This is an optimization exercise on Yosys and OpenROAD, whose aim is small area, not a production implementation. RTL that was checked went through simulation tests only; none was proved equivalent to the original. Power and IR drop assume default switching activity.

==> flow/design.v <==
module rxf_crc32_byte (
    input  wire [31:0] crc_in,
    input  wire [7:0]  data,
    output reg  [31:0] crc_out
);
    integer i;
    always @* begin
        crc_out = crc_in ^ {24'd0, data};
        for (i = 0; i < 8; i = i + 1) begin
            if (crc_out[0])
                crc_out = (crc_out >> 1) ^ 32'hEDB88320;
            else
                crc_out = crc_out >> 1;
        end
    end
endmodule
module intron_rx_framer (
    input  wire         clk,
    input  wire         rst,             
    input  wire         soft_reset,      
    input  wire [47:0]  intron_sess,     
    input  wire         rx_valid,
    input  wire [7:0]   rx_data,
    input  wire         alloc_ok,        
    input  wire         cas_valid,
    input  wire [3:0]   cas_old,
    input  wire [3:0]   cas_new,
    input  wire         activity_clr,    
    input  wire         query_valid,     
    input  wire [7:0]   query_idx,
    input  wire         ap_take,         
    output reg  [3:0]   mode,
    output reg          cas_ok,
    output reg          associated,
    output reg          activity,
    output reg          mac_valid,
    output reg  [47:0]  mac,
    output reg  [7:0]   ap_count,
    output reg          ap_valid,
    output reg  [7:0]   ap_index,
    output reg  [127:0] ap_info,
    output reg          pkt_start,
    output wire [15:0]  pkt_len,
    output reg          pkt_wr,
    output wire [7:0]   pkt_data,
    output reg          pkt_end,
    output reg          pkt_good,
    output reg          evt_valid,
    output reg  [2:0]   evt_code,
    output wire [7:0]   evt_type,
    output wire [15:0]  evt_size
);
    localparam [7:0]  INTRON0           = 8'h55;
    localparam [7:0]  INTRON1           = 8'h4E;
    localparam [7:0]  SUPPORTED_VERSION = 8'h0B;
    localparam [3:0] M_WAIT_INIT      = 4'd1;
    localparam [3:0] M_NEED_AP        = 4'd2;
    localparam [3:0] M_CONNECTING_AP  = 4'd3;
    localparam [3:0] M_RUNNING        = 4'd4;
    localparam [3:0] M_WRONG_FIRMWARE = 4'd6;
    localparam [2:0] E_CRC_MISMATCH   = 3'd1;
    localparam [2:0] E_OUT_OF_SYNC    = 3'd2;
    localparam [2:0] E_LENGTH_ERROR   = 3'd3;
    localparam [2:0] E_UNKNOWN_TYPE   = 3'd4;
    localparam [2:0] E_PROTOCOL_ERROR = 3'd5;
    reg         pay;         
    reg         disc;        
    reg [3:0]   pos;         
    reg [15:0]  cnt;         
    reg         neg;         
    reg [31:0]  crc;
    reg [127:0] sbuf;        
    reg [2:0]   ty;          
    reg         vnz;         
    reg [31:0]  rcrc;
    reg         lq_valid;
    reg [7:0]   lq_idx;
    assign pkt_len  = cnt;
    assign evt_size = cnt & {16{!neg}};
    assign evt_type = {sbuf[15:11] & {5{evt_code[2]}}, ty};
    assign pkt_data = sbuf[7:0];
    wire hdr  = !pay && pos[3];
    wire seek = !pay && !pos[3];
    wire [7:0] h_type = sbuf[15:8];
    wire t_dev  = (h_type == 8'h00);
    wire t_pkt  = (h_type == 8'h02);
    wire t_cnt  = (h_type == 8'h06);
    wire t_info = (h_type == 8'h07);
    wire t_inv  = (h_type == 8'h08);
    wire p_dev  = (ty == 3'b000);
    wire p_pkt  = (ty == 3'b010);
    wire p_cnt  = (ty == 3'b110);
    wire streaming = pay && !disc && p_pkt;
    wire [63:0] intron_all = {intron_sess, INTRON1, INTRON0};
    wire [7:0]  intron_exp = intron_all[8*pos[2:0] +: 8];
    wire        intron_hit = (rx_data == intron_exp);
    wire [31:0] crc_step;
    rxf_crc32_byte u_crc (
        .crc_in  (crc),
        .data    (rx_data),
        .crc_out (crc_step)
    );
    wire        crc_load = seek && (pos[2:1] == 2'b00);
    wire [31:0] crc_next = crc_load ? 32'hE88E2886 : crc_step;
    wire        crc_ok   = (~crc_step == rcrc);
    wire        ka_ok    = (~crc == {rcrc[23:0], rx_data});
    wire        cnt_zero = (cnt == 16'd0);
    wire        cnt_one  = (cnt == 16'd1);
    wire        up = !pay;
    wire [16:0] tgl;
    assign tgl[0] = 1'b1;
    genvar gi;
    generate
        for (gi = 0; gi < 16; gi = gi + 1) begin : g_tgl
            assign tgl[gi+1] = tgl[gi] & (cnt[gi] ~^ up);
        end
    endgenerate
    wire [15:0] cnt_step = cnt ^ tgl[15:0];
    wire        neg_step = neg ^ tgl[16];
    wire        cnt_sat  = !neg && tgl[16];
    wire        skip_nz  = !(neg && tgl[16]);
    wire        size_ok = (t_dev  && cnt == 16'd6) ||
                          (t_cnt  && cnt == 16'd1) ||
                          (t_info && cnt == 16'd16);
    reg [3:0]   mode_c;
    reg [3:0]   mode_n;
    reg         link_set;
    always @(posedge clk) begin
        pkt_start <= 1'b0;
        pkt_wr    <= 1'b0;
        pkt_end   <= 1'b0;
        evt_valid <= 1'b0;
        cas_ok    <= 1'b0;
        if (activity_clr)
            activity <= 1'b0;
        if (ap_take)
            ap_valid <= 1'b0;
        if (query_valid) begin
            lq_valid <= 1'b1;
            lq_idx   <= query_idx;
        end
        mode_c = mode;
        if (cas_valid && !soft_reset && (mode == cas_old)) begin
            cas_ok <= 1'b1;
            mode_c = cas_new;
        end
        mode_n   = mode_c;
        link_set = 1'b0;
        pkt_good <= crc_ok && !soft_reset;
        if (seek)
            evt_code <= E_OUT_OF_SYNC;
        else if (pay || t_pkt)
            evt_code <= E_CRC_MISMATCH;
        else if (t_inv)
            evt_code <= E_PROTOCOL_ERROR;
        else if (t_dev || t_cnt || t_info)
            evt_code <= E_LENGTH_ERROR;
        else
            evt_code <= E_UNKNOWN_TYPE;
        if (rx_valid && !(hdr && pos[2:1] != 2'b00))
            sbuf <= {sbuf[119:0], rx_data};
        if (soft_reset) begin
            mode_n     = M_WAIT_INIT;
            associated <= 1'b0;
            pay        <= 1'b0;
            pos        <= 4'd0;
            cnt        <= 16'hFFF8;
            neg        <= 1'b1;
            if (streaming) begin
                pkt_end  <= 1'b1;
            end
        end else if (rx_valid) begin
            if (!(hdr && pos[2]))
                crc <= crc_next;
            if (seek) begin
                if (!cnt_sat) begin
                    cnt <= cnt_step;
                    neg <= neg_step;
                end
                if (intron_hit) begin
                    pos <= pos + 4'd1;
                    if (pos[2:0] == 3'd7 && skip_nz) begin
                        evt_valid <= 1'b1;
                    end
                end else begin
                    pos <= {3'd0, (rx_data == INTRON0)};
                end
            end else if (hdr) begin
                pos <= pos + 4'd1;
                case (pos[2:0])
                    3'd0: ty  <= rx_data[2:0];
                    3'd1: vnz <= (rx_data != 8'd0);
                    3'd2, 3'd3: cnt <= {cnt[7:0], rx_data};
                    default: rcrc <= {rcrc[23:0], rx_data};
                endcase
                if (pos[2:0] == 3'd7) begin
                    pay  <= !cnt_zero;
                    if (cnt_zero) begin
                        cnt <= 16'hFFF8;
                        neg <= 1'b1;
                    end
                    disc <= !((t_pkt && alloc_ok) || size_ok);
                    if (t_inv) begin
                        evt_valid <= 1'b1;
                    end else if (t_pkt) begin
                        if (cnt_zero) begin
                            if (ka_ok)
                                link_set = 1'b1;
                            else begin
                                evt_valid <= 1'b1;
                            end
                        end else if (alloc_ok)
                            pkt_start <= 1'b1;
                    end else if (t_dev || t_cnt || t_info) begin
                        if (!size_ok) begin
                            evt_valid <= 1'b1;
                        end
                    end else begin
                        evt_valid <= 1'b1;
                    end
                end
            end else begin
                cnt <= cnt_step;
                if (!disc && p_pkt)
                    pkt_wr <= 1'b1;
                if (cnt_one) begin
                    pay <= 1'b0;
                    pos <= 4'd0;
                    cnt <= 16'hFFF8;
                    neg <= 1'b1;
                    if (!disc) begin
                        if (p_pkt) begin
                            pkt_end  <= 1'b1;
                        end
                        if (!crc_ok) begin
                            evt_valid <= 1'b1;
                        end else if (p_pkt) begin
                            link_set = 1'b1;
                        end else if (p_dev) begin
                            if (sbuf[47:40] == SUPPORTED_VERSION) begin
                                mac_valid <= 1'b1;
                                mac <= {sbuf[39:0], rx_data};
                                if (mode_c == M_WAIT_INIT)
                                    mode_n = M_NEED_AP;
                            end else if (mode_c == M_WAIT_INIT)
                                mode_n = M_WRONG_FIRMWARE;
                        end else if (p_cnt) begin
                            ap_count <= rx_data;
                        end else begin
                            if (lq_valid && (sbuf[127:120] == lq_idx)) begin
                                ap_valid <= 1'b1;
                                ap_index <= lq_idx;
                                ap_info  <= {sbuf[119:0], rx_data};
                            end
                        end
                    end
                end
            end
        end
        if (link_set) begin
            activity   <= 1'b1;
            associated <= vnz;
            if (vnz && (mode_c == M_NEED_AP || mode_c == M_CONNECTING_AP))
                mode_n = M_RUNNING;
        end
        mode <= mode_n;
        if (rst) begin
            pay        <= 1'b0;
            pos        <= 4'd0;
            cnt        <= 16'hFFF8;
            neg        <= 1'b1;
            mode       <= M_WAIT_INIT;
            cas_ok     <= 1'b0;
            associated <= 1'b0;
            activity   <= 1'b0;
            mac_valid  <= 1'b0;
            ap_count   <= 8'd0;
            ap_valid   <= 1'b0;
            lq_valid   <= 1'b0;
            pkt_start  <= 1'b0;
            pkt_wr     <= 1'b0;
            pkt_end    <= 1'b0;
            evt_valid  <= 1'b0;
        end
    end
endmodule
export LEC_CHECK = 0
export CAP_MARGIN = 20
export CORE_MARGIN = 2
export CORE_UTILIZATION = 40
export PLACE_DENSITY = 0.6
export SLEW_MARGIN = 20
create_clock -name core_clock -period 10.0 [get_ports {clk}]
standard.sh (not shown) runs the stock make flow with config.mk's settings and CLKGATE_MAP_FILE= SYNTH_SCRIPT=/design/flow/synth_recipe.tcl, a recipe that flattens the netlist after the stock synthesis.
==> flow/flow/run.sh <==
#!/bin/bash
# Standard ORFS layout (the standard.sh) with these changes to how the
# layout is made:
# - synthesis maps the logic with area-oriented ABC scripts and keeps the
#   smallest mapping (flow/synth_area.tcl, flow/area*.abc); the registers
#   are those of the standard synthesis;
# - the port buffers that buffer_ports inserts are the smallest buffer
#   (buf_1) instead of the tool's default pick;
# - clock tree synthesis uses clkbuf_4 in small sink clusters and no
#   dummy loads.
# Floorplan, power grid, taps, placement, repair and routing are the standard flow's
# standard flow. make's full output goes to standard_flow.log, and ORFS
# keeps each tool's log under orfs/logs.
set -euo pipefail
export FLOW_SYNTH_TCL="$PWD/synth_recipe.tcl"
export AREA_ABC_SCRIPTS="$PWD/flow/area1.abc $PWD/flow/area2.abc $PWD/flow/area3.abc $PWD/flow/area4.abc"
bash standard.sh \
  "SYNTH_SCRIPT=$PWD/flow/synth_area.tcl" \
  "BUFFER_PORTS_ARGS=-buffer_cell sky130_fd_sc_hd__buf_1" \
  "CTS_ARGS=-sink_clustering_enable -repair_clock_nets -dont_use_dummy_load -buf_list {sky130_fd_sc_hd__clkbuf_4} -sink_clustering_size 8 -sink_clustering_max_diameter 40" \
  finish > standard_flow.log 2>&1
Other scripts of this flow, unchanged in this note and not shown: flow/flow/area1.abc, flow/flow/area2.abc, flow/flow/area3.abc, flow/flow/area4.abc, flow/flow/synth_area.tcl
Then changed:
--- a/flow/design.v
+++ b/flow/design.v
@@ -75,9 +75,9 @@
     reg [31:0]  rcrc;
     reg         lq_valid;
     reg [7:0]   lq_idx;
     assign pkt_len  = cnt;
-    assign evt_size = cnt & {16{!neg}};
+    assign evt_size = cnt;
     assign evt_type = {sbuf[15:11] & {5{evt_code[2]}}, ty};
     assign pkt_data = sbuf[7:0];
     wire hdr  = !pay && pos[3];
     wire seek = !pay && !pos[3];
@@ -111,15 +111,20 @@
     assign tgl[0] = 1'b1;
     genvar gi;
     generate
         for (gi = 0; gi < 16; gi = gi + 1) begin : g_tgl
-            assign tgl[gi+1] = tgl[gi] & (cnt[gi] ~^ up);
+            if (gi == 2) begin : g_w
+                assign tgl[gi+1] = tgl[gi] & (cnt[gi] ~^ up) & !neg;
+            end else begin : g_n
+                assign tgl[gi+1] = tgl[gi] & (cnt[gi] ~^ up);
+            end
         end
     endgenerate
     wire [15:0] cnt_step = cnt ^ tgl[15:0];
-    wire        neg_step = neg ^ tgl[16];
+    wire        low7     = (cnt[2:0] == 3'd7);
+    wire        neg_step = neg && !low7;
     wire        cnt_sat  = !neg && tgl[16];
-    wire        skip_nz  = !(neg && tgl[16]);
+    wire        skip_nz  = !(neg && low7);
     wire        size_ok = (t_dev  && cnt == 16'd6) ||
                           (t_cnt  && cnt == 16'd1) ||
                           (t_info && cnt == 16'd16);
     reg [3:0]   mode_c;
@@ -163,9 +168,9 @@
             mode_n     = M_WAIT_INIT;
             associated <= 1'b0;
             pay        <= 1'b0;
             pos        <= 4'd0;
-            cnt        <= 16'hFFF8;
+            cnt        <= 16'd0;
             neg        <= 1'b1;
             if (streaming) begin
                 pkt_end  <= 1'b1;
             end
@@ -194,12 +199,10 @@
                     default: rcrc <= {rcrc[23:0], rx_data};
                 endcase
                 if (pos[2:0] == 3'd7) begin
                     pay  <= !cnt_zero;
-                    if (cnt_zero) begin
-                        cnt <= 16'hFFF8;
+                    if (cnt_zero)
                         neg <= 1'b1;
-                    end
                     disc <= !((t_pkt && alloc_ok) || size_ok);
                     if (t_inv) begin
                         evt_valid <= 1'b1;
                     end else if (t_pkt) begin
@@ -225,9 +228,8 @@
                     pkt_wr <= 1'b1;
                 if (cnt_one) begin
                     pay <= 1'b0;
                     pos <= 4'd0;
-                    cnt <= 16'hFFF8;
                     neg <= 1'b1;
                     if (!disc) begin
                         if (p_pkt) begin
                             pkt_end  <= 1'b1;
@@ -266,9 +268,9 @@
         mode <= mode_n;
         if (rst) begin
             pay        <= 1'b0;
             pos        <= 4'd0;
-            cnt        <= 16'hFFF8;
+            cnt        <= 16'd0;
             neg        <= 1'b1;
             mode       <= M_WAIT_INIT;
             cas_ok     <= 1'b0;
             associated <= 1'b0;
The changed run went through all stages and came out clean.
Maximum frequency rises by a little under a tenth.
Setup slack gets better by 0.59 ns.
Sequential power stays flat.
Routed wire length is higher by a few percent.
Clock power hardly moves.
Synthesized cell count went down slightly.
Non-clock buffer count went down by 3.
Area after synthesis fell slightly.
Cell area is lower slightly.
Only the layout flow was run in the first run of this note; the RTL was not checked for function there.

* * *

Setup of sierra:
Another version of the RTL of intron_rx_framer (not shown whole).
For scale: about 1100 cells after synthesis, ~340 I/O pins, roughly 0.017 mm^2 of cells after synthesis.
clock: 10.0 ns
lec_check: 0
cap_margin: 20
core_margin: 2
core_utilization: 40
place_density: 0.6
slew_margin: 20
==> flow/flow/run.sh <==
#!/bin/bash
# Standard ORFS layout (the standard.sh) with these changes to how the
# layout is made:
# - synthesis maps the logic with an area-oriented ABC script
#   (flow/synth_area.tcl, flow/area.abc); registers are unchanged;
# - the port buffers that buffer_ports inserts are the smallest buffer
#   (buf_1) instead of the tool's default pick;
# - clock tree synthesis uses clkbuf_4 in small sink clusters and no
#   dummy loads.
# Floorplan, power grid, taps, placement, repair and routing are the standard flow's
# standard flow. make's full output goes to standard_flow.log, and ORFS
# keeps each tool's log under orfs/logs.
set -euo pipefail
export FLOW_SYNTH_TCL="$PWD/synth_recipe.tcl"
export AREA_ABC_SCRIPT="$PWD/flow/area.abc"
bash standard.sh \
  "SYNTH_SCRIPT=$PWD/flow/synth_area.tcl" \
  "BUFFER_PORTS_ARGS=-buffer_cell sky130_fd_sc_hd__buf_1" \
  "CTS_ARGS=-sink_clustering_enable -repair_clock_nets -dont_use_dummy_load -buf_list {sky130_fd_sc_hd__clkbuf_4} -sink_clustering_size 10 -sink_clustering_max_diameter 50" \
  finish > standard_flow.log 2>&1
==> flow/flow/area.abc <==
strash
&get -n
&st
&dch
&nf -a
&put
topo
dnsize
==> flow/flow/synth_area.tcl <==
# The standard flow's synthesis script (synth_recipe.tcl in the work folder) with one
# change: the combinational logic is mapped with an area-oriented ABC
# script (area.abc beside this file) instead of ORFS's speed script. The
# registers, and so their names and cells, come out as in the standard
# synthesis; ABC only maps the logic between them.
proc abc {args} {
  set i [lsearch -exact $args -script]
  if {$i >= 0} {
    lset args [expr {$i + 1}] $::env(AREA_ABC_SCRIPT)
  }
  set j [lsearch -exact $args -D]
  if {$j >= 0} {
    lset args [expr {$j + 1}] 10000
  }
  yosys abc {*}$args
}
source $::env(FLOW_SYNTH_TCL)
What maple does differently from sierra at the input level:
diff --git a/flow/design.v b/flow/design.v
--- a/flow/design.v
+++ b/flow/design.v
@@ -64,21 +64,22 @@
     localparam [2:0] E_UNKNOWN_TYPE   = 3'd4;
     localparam [2:0] E_PROTOCOL_ERROR = 3'd5;
     reg         pay;         
     reg         disc;        
     reg [3:0]   pos;         
     reg [15:0]  cnt;         
+    reg         neg;         
     reg [31:0]  crc;
     reg [127:0] sbuf;        
     reg [2:0]   ty;          
     reg         vnz;         
     reg [31:0]  rcrc;
     reg         lq_valid;
     reg [7:0]   lq_idx;
     assign pkt_len  = cnt;
-    assign evt_size = cnt;
+    assign evt_size = cnt & {16{!neg}};
     assign evt_type = {sbuf[15:11] & {5{evt_code[2]}}, ty};
     assign pkt_data = sbuf[7:0];
     wire hdr  = !pay && pos[3];
     wire seek = !pay && !pos[3];
     wire [7:0] h_type = sbuf[15:8];
     wire t_dev  = (h_type == 8'h00);
@@ -102,13 +103,25 @@
     wire        crc_load = seek && (pos[2:1] == 2'b00);
     wire [31:0] crc_next = crc_load ? 32'hE88E2886 : crc_step;
     wire        crc_ok   = (~crc_step == rcrc);
     wire        ka_ok    = (~crc == {rcrc[23:0], rx_data});
     wire        cnt_zero = (cnt == 16'd0);
     wire        cnt_one  = (cnt == 16'd1);
-    wire [16:0] skip_sum = {1'b0, cnt} + {14'd0, pos[2:0]} + {16'd0, (rx_data != INTRON0)};
+    wire        up = !pay;
+    wire [16:0] tgl;
+    assign tgl[0] = 1'b1;
+    genvar gi;
+    generate
+        for (gi = 0; gi < 16; gi = gi + 1) begin : g_tgl
+            assign tgl[gi+1] = tgl[gi] & (cnt[gi] ~^ up);
+        end
+    endgenerate
+    wire [15:0] cnt_step = cnt ^ tgl[15:0];
+    wire        neg_step = neg ^ tgl[16];
+    wire        cnt_sat  = !neg && tgl[16];
+    wire        skip_nz  = !(neg && tgl[16]);
     wire        size_ok = (t_dev  && cnt == 16'd6) ||
                           (t_cnt  && cnt == 16'd1) ||
                           (t_info && cnt == 16'd16);
     reg [3:0]   mode_c;
     reg [3:0]   mode_n;
     reg         link_set;
@@ -137,41 +150,49 @@
             sbuf <= {sbuf[119:0], rx_data};
         if (soft_reset) begin
             mode_n     = M_WAIT_INIT;
             associated <= 1'b0;
             pay        <= 1'b0;
             pos        <= 4'd0;
-            cnt        <= 16'd0;
+            cnt        <= 16'hFFF8;
+            neg        <= 1'b1;
             if (streaming) begin
                 pkt_end  <= 1'b1;
                 pkt_good <= 1'b0;
             end
         end else if (rx_valid) begin
             if (!(hdr && pos[2]))
                 crc <= crc_next;
             if (seek) begin
+                if (!cnt_sat) begin
+                    cnt <= cnt_step;
+                    neg <= neg_step;
+                end
                 if (intron_hit) begin
                     pos <= pos + 4'd1;
-                    if (pos[2:0] == 3'd7 && !cnt_zero) begin
+                    if (pos[2:0] == 3'd7 && skip_nz) begin
                         evt_valid <= 1'b1;
                         evt_code  <= E_OUT_OF_SYNC;
                     end
                 end else begin
-                    cnt <= skip_sum[16] ? 16'hFFFF : skip_sum[15:0];
                     pos <= {3'd0, (rx_data == INTRON0)};
                 end
             end else if (hdr) begin
                 pos <= pos + 4'd1;
                 case (pos[2:0])
                     3'd0: ty  <= rx_data[2:0];
                     3'd1: vnz <= (rx_data != 8'd0);
                     3'd2, 3'd3: cnt <= {cnt[7:0], rx_data};
                     default: rcrc <= {rcrc[23:0], rx_data};
                 endcase
                 if (pos[2:0] == 3'd7) begin
                     pay  <= !cnt_zero;
+                    if (cnt_zero) begin
+                        cnt <= 16'hFFF8;
+                        neg <= 1'b1;
+                    end
                     disc <= !((t_pkt && alloc_ok) || size_ok);
                     if (t_inv) begin
                         evt_valid <= 1'b1;
                         evt_code  <= E_PROTOCOL_ERROR;
                     end else if (t_pkt) begin
                         if (cnt_zero) begin
@@ -191,18 +212,20 @@
                     end else begin
                         evt_valid <= 1'b1;
                         evt_code  <= E_UNKNOWN_TYPE;
                     end
                 end
             end else begin
-                cnt <= cnt - 16'd1;
+                cnt <= cnt_step;
                 if (!disc && p_pkt)
                     pkt_wr <= 1'b1;
                 if (cnt_one) begin
                     pay <= 1'b0;
                     pos <= 4'd0;
+                    cnt <= 16'hFFF8;
+                    neg <= 1'b1;
                     if (!disc) begin
                         if (p_pkt) begin
                             pkt_end  <= 1'b1;
                             pkt_good <= crc_ok;
                         end
                         if (!crc_ok) begin
@@ -238,13 +261,14 @@
                 mode_n = M_RUNNING;
         end
         mode <= mode_n;
         if (rst) begin
             pay        <= 1'b0;
             pos        <= 4'd0;
-            cnt        <= 16'd0;
+            cnt        <= 16'hFFF8;
+            neg        <= 1'b1;
             mode       <= M_WAIT_INIT;
             cas_ok     <= 1'b0;
             associated <= 1'b0;
             activity   <= 1'b0;
             mac_valid  <= 1'b0;
             ap_count   <= 8'd0;
- In terms of core utilization, maple and sierra differ only marginally.
- maple: number of signal-net inverters in the final layout is 4 higher than what sierra reported.
- After synthesis and placement, the instance count of maple is above that of sierra.
- Relative to sierra, worst hold margin increased by 69 ps in maple.
- For clock buffer and inverter area fraction after layout, maple and sierra come out practically identical.
- Final antenna diode count: maple vs sierra down 1
- Time the final worst path needs with I/O delays and setup: lower on sierra

==> re-timing with driven ports <==
The results above use ideal ports. As a check the final layouts listed here were re-extracted and re-timed, cells and wires unchanged.
Step 1, drivers: a clkbuf_16 drives clk and a buf_2 each remaining input, both assumed.
Step 2 adds t to the input delays and takes it off the output delays; t is the mean of the earliest and latest rising clock arrival at the registers after step 1. Input paths then give back, and output paths get back, about the clock's delay inside the block.
Three values: ideal ports, drivers, drivers and shift; two values: the first two.
run | t, ns | setup slack, ns | hold slack, ns
the first run of note 1 | 0.788 | 2.858 / 2.891 / 2.103 | 0.389 / 0.389 / 0.389
the second run of note 1 | 0.742 | 3.446 / 3.475 / 2.734 | 0.407 / 0.407 / 0.407
sierra | 0.791 | 3.717 / 3.747 / 2.956 | 0.377 / 0.377 / 0.377
maple | 0.817 | 3.338 / 3.365 / 2.548 | 0.446 / 0.446 / 0.446
After both steps every run listed still meets setup and hold. The setup slack of maple, which loses most, moves by +0.027 ns with the drivers and by -0.790 ns with both steps.
